This is an optimization exercise on Yosys and OpenROAD, whose aim is small area and few clock cycles, not a production implementation.
The RTL was checked by simulation tests, not by an equivalence proof against the original design.
Power figures rest on the tool's default switching activity, not on a simulated workload.

==> inputs of run a <==
==> flow/design.v (excerpt) <==
module jnge_engine (
    input  wire         clk,
    input  wire         rst,
    input  wire [3:0]   rx_valid,
    output wire [3:0]   rx_ready,
    input  wire [31:0]  rx_data,
    output wire [3:0]   tx_valid,
    input  wire [3:0]   tx_ready,
    output wire [31:0]  tx_data,
    output wire [3:0]   tx_last,
    input  wire [3:0]   ch_clear,
    input  wire         h_valid,
    input  wire [2:0]   h_op,
    input  wire [15:0]  h_wdata,
    output wire [49:0]  h_rdata,
    output wire [3:0]   diag_valid,
    output wire [7:0]   diag_kind,
    output wire [255:0] diag_frame
);
==> flow/config.mk <==
export PLATFORM = sky130hd
export DESIGN_NAME = jnge_engine
export DESIGN_NICKNAME = jnge_engine
export VERILOG_FILES = /design/flow/design.v
export SDC_FILE = /design/flow/constraint.sdc
export NUM_CORES = 4
export LEC_CHECK = 0
export ABC_AREA = 1
export CAP_MARGIN = 20
export CORE_MARGIN = 2
export CORE_UTILIZATION = 40
export CTS_BUF_LIST = sky130_fd_sc_hd__clkbuf_4
export SLEW_MARGIN = 20
==> flow/constraint.sdc <==
create_clock -name core_clock -period 10.0 [get_ports {clk}]
set_input_delay 2.0000 -clock core_clock [delete_from_list [all_inputs] [get_ports {clk}]]
set_output_delay 2.0000 -clock core_clock [all_outputs]
set_load 0.01 [all_outputs]
standard.sh (not shown) runs the stock make flow with config.mk's settings and CLKGATE_MAP_FILE= SYNTH_SCRIPT=/design/flow/synth_recipe.tcl, a recipe that flattens the netlist after the stock synthesis.
==> flow/flow/run.sh <==
#!/bin/bash
# Layout flow: the standard synthesis, then the combinational logic is
# re-mapped with a stronger ABC area script (registers untouched: same
# instance names and cell types), then the standard ORFS flow from
# floorplan to finish. Port buffers use the smallest buffer cell.
set -euo pipefail
WORK=$(pwd)
FLOWDIR=$WORK/flow
R=$WORK/orfs/results/$FLOW_PLATFORM/jnge_engine/base
LIB=$FLOW_HOME/platforms/$FLOW_PLATFORM/lib/sky130_fd_sc_hd__tt_025C_1v80.lib

# 1. standard synthesis
bash standard.sh synth > $WORK/synth_std.log 2>&1
cp $R/1_2_yosys.v $WORK/1_2_yosys_std.v

# 2. re-map the combinational logic
export RS_LIB=$LIB RS_TOP=$FLOW_TOP RS_DIR=$WORK RS_SCRIPT=$FLOWDIR/area.abc
export RS_IN=$WORK/1_2_yosys_std.v RS_OUT=$WORK/1_2_yosys_rs.v
export RS_DONT_USE="$(sed -n '/DONT_USE_CELLS += /,/^#/p' $FLOW_HOME/platforms/$FLOW_PLATFORM/config.mk | grep -o 'sky130_fd_sc_hd__[a-z0-9_]*' | tr '\n' ' ')"
ok=0
if yosys -c $FLOWDIR/resynth.tcl > $WORK/resynth.log 2>&1; then
    # the registers must be exactly the standard synthesis's
    regs() { grep -E '^\s*sky130_fd_sc_hd__[a-z]*df[a-z0-9_]* ' "$1" | sed 's/($//' | awk '{print $1, $2}' | sort; }
    regs $RS_IN > $WORK/regs_std.txt
    regs $RS_OUT > $WORK/regs_rs.txt
    if cmp -s $WORK/regs_std.txt $WORK/regs_rs.txt && [ -s $WORK/regs_std.txt ]; then
        ok=1
    fi
fi
echo "resynthesis used: $ok" | tee $WORK/resynth_used.txt
if [ $ok = 1 ]; then
    cp $RS_OUT $R/1_2_yosys.v
    rm -f $R/1_synth.odb $R/1_synth.sdc
fi

# 3. the rest of the standard flow
bash standard.sh "BUFFER_PORTS_ARGS=-buffer_cell sky130_fd_sc_hd__buf_1" finish > $WORK/finish.log 2>&1
==> flow/flow/area.abc <==
strash
dch -f
map -a
mfs2
strash
dch -f
map -a
mfs2
strash
dch -f
map -a
topo
Other scripts of this flow, unchanged in this note and not shown: flow/flow/resynth.tcl
==> inputs of run b, as changes to run a <==
--- a/flow/design.v
+++ b/flow/design.v
@@ -41,95 +41,115 @@
             for (i = 0; i < 8; i = i + 1)
                 c = c[0] ? ((c >> 1) ^ 16'hA001) : (c >> 1);
             crc_byte = c;
         end
     endfunction
     reg [7:0]  rx_buf [0:7];
     reg [3:0]  rx_ptr;       
-    reg [15:0] rx_crc;       
+    reg        crc_lo_ok;    
+    reg        crc_ok;       
     wire full = rx_ptr[3];
     reg        tx_active;
     reg [1:0]  tx_kind;
     reg [6:0]  tx_idx;       
     reg [15:0] tx_crc;
     reg        f_ac;         
     reg        f_mode;       
     reg [7:0]  nb;           
     reg        nb_ok;
-    reg hold;
+    reg hold_lo, hold_hi, in_crc, at_last;
     always @(*) begin
         case (tx_kind)
-            K_RUN:   hold = (tx_idx < 7'd21);
-            K_BASIC: hold = (tx_idx < 7'd49);
-            K_ACK:   hold = (tx_idx < 7'd6);
-            default: hold = 1'b0;
+            K_RUN: begin     
+                hold_lo = tx_idx < 7'd21;
+                hold_hi = 1'b0;
+                in_crc  = tx_idx[6] && (tx_idx[4] || tx_idx[3:0] == 4'hF);
+                at_last = tx_idx[6] && tx_idx[4];
+            end
+            K_BASIC: begin   
+                hold_lo = tx_idx < 7'd47;
+                hold_hi = tx_idx < 7'd49;
+                in_crc  = tx_idx[6] && tx_idx[4] && tx_idx[2] && (tx_idx[1] || tx_idx[0]);
+                at_last = tx_idx[6] && tx_idx[4] && tx_idx[2] && tx_idx[1];
+            end
+            K_ACK: begin     
+                hold_lo = 1'b0;
+                hold_hi = !(tx_idx[2] && tx_idx[1]);
+                in_crc  = tx_idx[2] && tx_idx[1];
+                at_last = tx_idx[2] && tx_idx[1] && tx_idx[0];
+            end
+            default: begin   
+                hold_lo = 1'b0;
+                hold_hi = 1'b0;
+                in_crc  = tx_idx[2] || (tx_idx[1] && tx_idx[0]);
+                at_last = tx_idx[2];
+            end
         endcase
-        hold = hold && tx_active;
+        hold_lo = hold_lo && tx_active;
+        hold_hi = hold_hi && tx_active;
     end
-    assign rx_ready = full ? !tx_active : (!rx_ptr[2] || !hold);
+    reg rx_free;
+    always @(*) begin
+        case (rx_ptr[2:1])
+            2'd1:    rx_free = !hold_lo;
+            2'd2:    rx_free = !hold_hi;
+            default: rx_free = 1'b1;
+        endcase
+    end
+    assign rx_ready = full ? !tx_active : rx_free;
     wire rx_take = rx_valid && rx_ready;
     wire dispatch = full && !tx_active && !clear && !rst;
     wire [47:0] hdr = {rx_buf[0], rx_buf[1], rx_buf[2], rx_buf[3], rx_buf[4], rx_buf[5]};
-    wire crc_ok    = (rx_crc == 16'h0000);
     wire is_run    = (hdr == 48'h061210000024);
     wire is_basic  = (hdr == 48'h061610240027);
     wire is_write  = (hdr[47:32] == 16'h0618);
     wire is_wr_on  = is_write && (hdr[31:16] == 16'h1037);
     wire is_wr_off = is_write && (hdr[31:16] == 16'h1038);
     wire is_wr_ill = is_write && !is_wr_on && !is_wr_off;
     wire answered  = crc_ok && (is_run || is_basic || is_write);
     assign wr_on    = dispatch && crc_ok && is_wr_on;
     assign wr_off   = dispatch && crc_ok && is_wr_off;
     assign wr_value = hdr[15:0];
     assign diag_valid = dispatch && !(crc_ok && (is_run || is_basic || is_wr_on || is_wr_off));
     assign diag_kind  = !crc_ok ? EV_CRC : (is_wr_ill ? EV_ILLEGAL : EV_UNKNOWN);
     assign diag_frame = {hdr, rx_buf[6], rx_buf[7]};
-    reg [6:0] body_len;
-    always @(*) begin
-        case (tx_kind)
-            K_RUN:   body_len = 7'd79;
-            K_BASIC: body_len = 7'd85;
-            K_ACK:   body_len = 7'd6;
-            default: body_len = 7'd3;
-        endcase
-    end
     assign rom_addr = {tx_kind[0], tx_idx[6:1]};
     wire [7:0] rom_byte = tx_idx[0] ? rom_data[7:0] : rom_data[15:8];
     reg [7:0] fix_byte;
     reg       fix_ok;
     always @(*) begin
         fix_ok   = 1'b1;
         fix_byte = 8'hxx;
-        if (tx_idx >= body_len) begin
+        if (in_crc) begin
             fix_byte = tx_crc[7:0];
         end else begin
             case (tx_kind)
                 K_RUN: begin
                     case (tx_idx)
                         7'd0:    fix_byte = 8'h06;
                         7'd1:    fix_byte = 8'h12;
                         7'd9:    fix_byte = f_ac   ? 8'h00 : 8'h08;
                         7'd10:   fix_byte = f_ac   ? 8'h00 : 8'hFC;
-                        7'd19:   fix_byte = rx_buf[4];
-                        7'd20:   fix_byte = rx_buf[5];
+                        7'd19:   fix_byte = rx_buf[2];
+                        7'd20:   fix_byte = rx_buf[3];
                         7'd71:   fix_byte = f_mode ? 8'h00 : 8'h07;
                         7'd72:   fix_byte = f_mode ? 8'h32 : 8'h08;
                         7'd77:   fix_byte = f_mode ? 8'h00 : 8'h2E;
                         7'd78:   fix_byte = f_mode ? 8'h00 : 8'hE0;
                         default: fix_ok = 1'b0;
                     endcase
                 end
                 K_BASIC: begin
                     case (tx_idx)
                         7'd0:    fix_byte = 8'h06;
                         7'd1:    fix_byte = 8'h16;
-                        7'd45:   fix_byte = rx_buf[4];
-                        7'd46:   fix_byte = rx_buf[5];
-                        7'd47:   fix_byte = rx_buf[6];
-                        7'd48:   fix_byte = rx_buf[7];
+                        7'd45:   fix_byte = rx_buf[2];
+                        7'd46:   fix_byte = rx_buf[3];
+                        7'd47:   fix_byte = rx_buf[4];
+                        7'd48:   fix_byte = rx_buf[5];
                         default: fix_ok = 1'b0;
                     endcase
                 end
                 K_ACK: begin
                     case (tx_idx)
                         7'd0:    fix_byte = 8'h06;
                         7'd1:    fix_byte = 8'h18;
@@ -148,30 +168,35 @@
                 end
             endcase
         end
     end
     wire byte_ok = fix_ok || nb_ok || slot;
     assign tx_valid = tx_active ? byte_ok : (dispatch && answered);
     assign tx_data  = !tx_active ? 8'h06 : fix_ok ? fix_byte : nb_ok ? nb : rom_byte;
-    assign tx_last  = tx_active && (tx_idx == body_len + 7'd1);
+    assign tx_last  = tx_active && at_last;
     wire tx_take = tx_active && byte_ok && tx_ready;
     always @(posedge clk) begin
         if (rx_take) begin
             rx_buf[rx_ptr[2:0]] <= rx_data;
-            rx_crc <= crc_byte((rx_ptr[2:0] == 3'd0) ? 16'hFFFF : rx_crc, rx_data);
+            if (!(rx_ptr[2] && rx_ptr[1]))
+                {rx_buf[7], rx_buf[6]} <= crc_byte((rx_ptr[2:0] == 3'd0) ? 16'hFFFF : {rx_buf[7], rx_buf[6]}, rx_data);
+            if (rx_ptr[2:0] == 3'd6)
+                crc_lo_ok <= (rx_data == rx_buf[6]);
+            if (rx_ptr[2:0] == 3'd7)
+                crc_ok <= crc_lo_ok && (rx_data == rx_buf[7]);
         end
         if (dispatch && is_run) begin
-            rx_buf[4] <= rs_bat[15:8];
-            rx_buf[5] <= rs_bat[7:0];
+            rx_buf[2] <= rs_bat[15:8];
+            rx_buf[3] <= rs_bat[7:0];
         end
         if (dispatch && is_basic) begin
-            rx_buf[4] <= rs_on[15:8];
-            rx_buf[5] <= rs_on[7:0];
-            rx_buf[6] <= rs_off[15:8];
-            rx_buf[7] <= rs_off[7:0];
+            rx_buf[2] <= rs_on[15:8];
+            rx_buf[3] <= rs_on[7:0];
+            rx_buf[4] <= rs_off[15:8];
+            rx_buf[5] <= rs_off[7:0];
         end
         if (tx_take) begin
             nb_ok <= slot && !tx_idx[0];
             nb    <= rom_data[7:0];
         end else if (slot && !nb_ok) begin
             nb_ok <= 1'b1;
             nb    <= rom_byte;
--- a/flow/flow/run.sh
+++ b/flow/flow/run.sh
@@ -1,12 +1,13 @@
 #!/bin/bash
 # Layout flow: the standard synthesis, then the combinational logic is
 # re-mapped with a stronger ABC area script (registers untouched: same
 # instance names and cell types), then the standard ORFS flow from
-# floorplan to finish. Port buffers use the smallest buffer cell.
+# floorplan to finish. Port buffers use the smallest buffer cell; the clock
+# tree uses small clock buffers in small clusters, without dummy loads.
 set -euo pipefail
 WORK=$(pwd)
 FLOWDIR=$WORK/flow
 R=$WORK/orfs/results/$FLOW_PLATFORM/jnge_engine/base
 LIB=$FLOW_HOME/platforms/$FLOW_PLATFORM/lib/sky130_fd_sc_hd__tt_025C_1v80.lib
 
 # 1. standard synthesis
@@ -30,8 +31,10 @@
 echo "resynthesis used: $ok" | tee $WORK/resynth_used.txt
 if [ $ok = 1 ]; then
     cp $RS_OUT $R/1_2_yosys.v
     rm -f $R/1_synth.odb $R/1_synth.sdc
 fi
 
 # 3. the rest of the standard flow
-bash standard.sh "BUFFER_PORTS_ARGS=-buffer_cell sky130_fd_sc_hd__buf_1" finish > $WORK/finish.log 2>&1
+bash standard.sh "BUFFER_PORTS_ARGS=-buffer_cell sky130_fd_sc_hd__buf_1" \
+    "CTS_ARGS=-sink_clustering_enable -repair_clock_nets -dont_use_dummy_load -buf_list sky130_fd_sc_hd__clkbuf_4 -sink_clustering_size 8 -sink_clustering_max_diameter 40" \
+    finish > $WORK/finish.log 2>&1
==> flow/flow/area.abc (replaced) <==
strash
 dch -f
 amap
 mfs2
 strash
 dch -f
 amap
 mfs2
 strash
 dch -f
 amap
 mfs2
 strash
 dch -f
 amap
 topo
Settings changed: CTS_BUF_LIST sky130_fd_sc_hd__clkbuf_4 to default.
==> comparison table <==
Status: run b complete, no violations; run a complete, no violations
Post-layout power: run b 4240 uW; run a 5264 uW
Share of the final layout cell area in sequential cells: run b 38.75%; run a 40.37%
Switching part of the total power: run b 32.21%; run a 29.54%
Clock network power share: run b 27.2%; run a 39.1%
Dominant kind of cell: run b multi-input gates; run a sequential cells
Layout multi-input combinational cell count: run b 2928; run a 2920
Internal power contribution: run b 2875 uW; run a 3709 uW
Drt total wl: run b 158700 um; run a 150800 um
Net count of the mapped netlist: run b 3945; run a 4056
Instance count of the mapped netlist: run b 3879; run a 3990
Met2 routing resource usage after global routing: run b 56.14%; run a 51.40%
Total routing resource utilization after global routing: run b 38.44%; run a 34.96%
Area growth, synth to finish: run b 13.53%; run a 16.63%
Testbench counts of run a, summed over its fixed seeds: cycles 84,410.
Testbench counts of run b, summed over its fixed seeds: cycles 84,410.

[afterwards: timing with drivers on the ports]
No port has a modelled driver above. Below, the same layouts with a new extraction and two added sets of constraints.
Step 1 assumes that a clkbuf_16 drives the clock port and a buf_2 every other input.
Step 2, shift: input delay + t, output delay - t, t = (earliest + latest rising clock arrival at the registers) / 2. This alone moves slack from input paths to output paths.
a / b / c = ideal ports / drivers / drivers and shift; a / b = the first two.
run	t (ns)	slack for setup (ns)	worst setup path at the end
run a	1.051	0.906 / 0.841 / 1.838	input to register
run b	0.929	0.543 / 0.480 / 1.409	register to output
After both steps setup and hold are still met in every run listed.
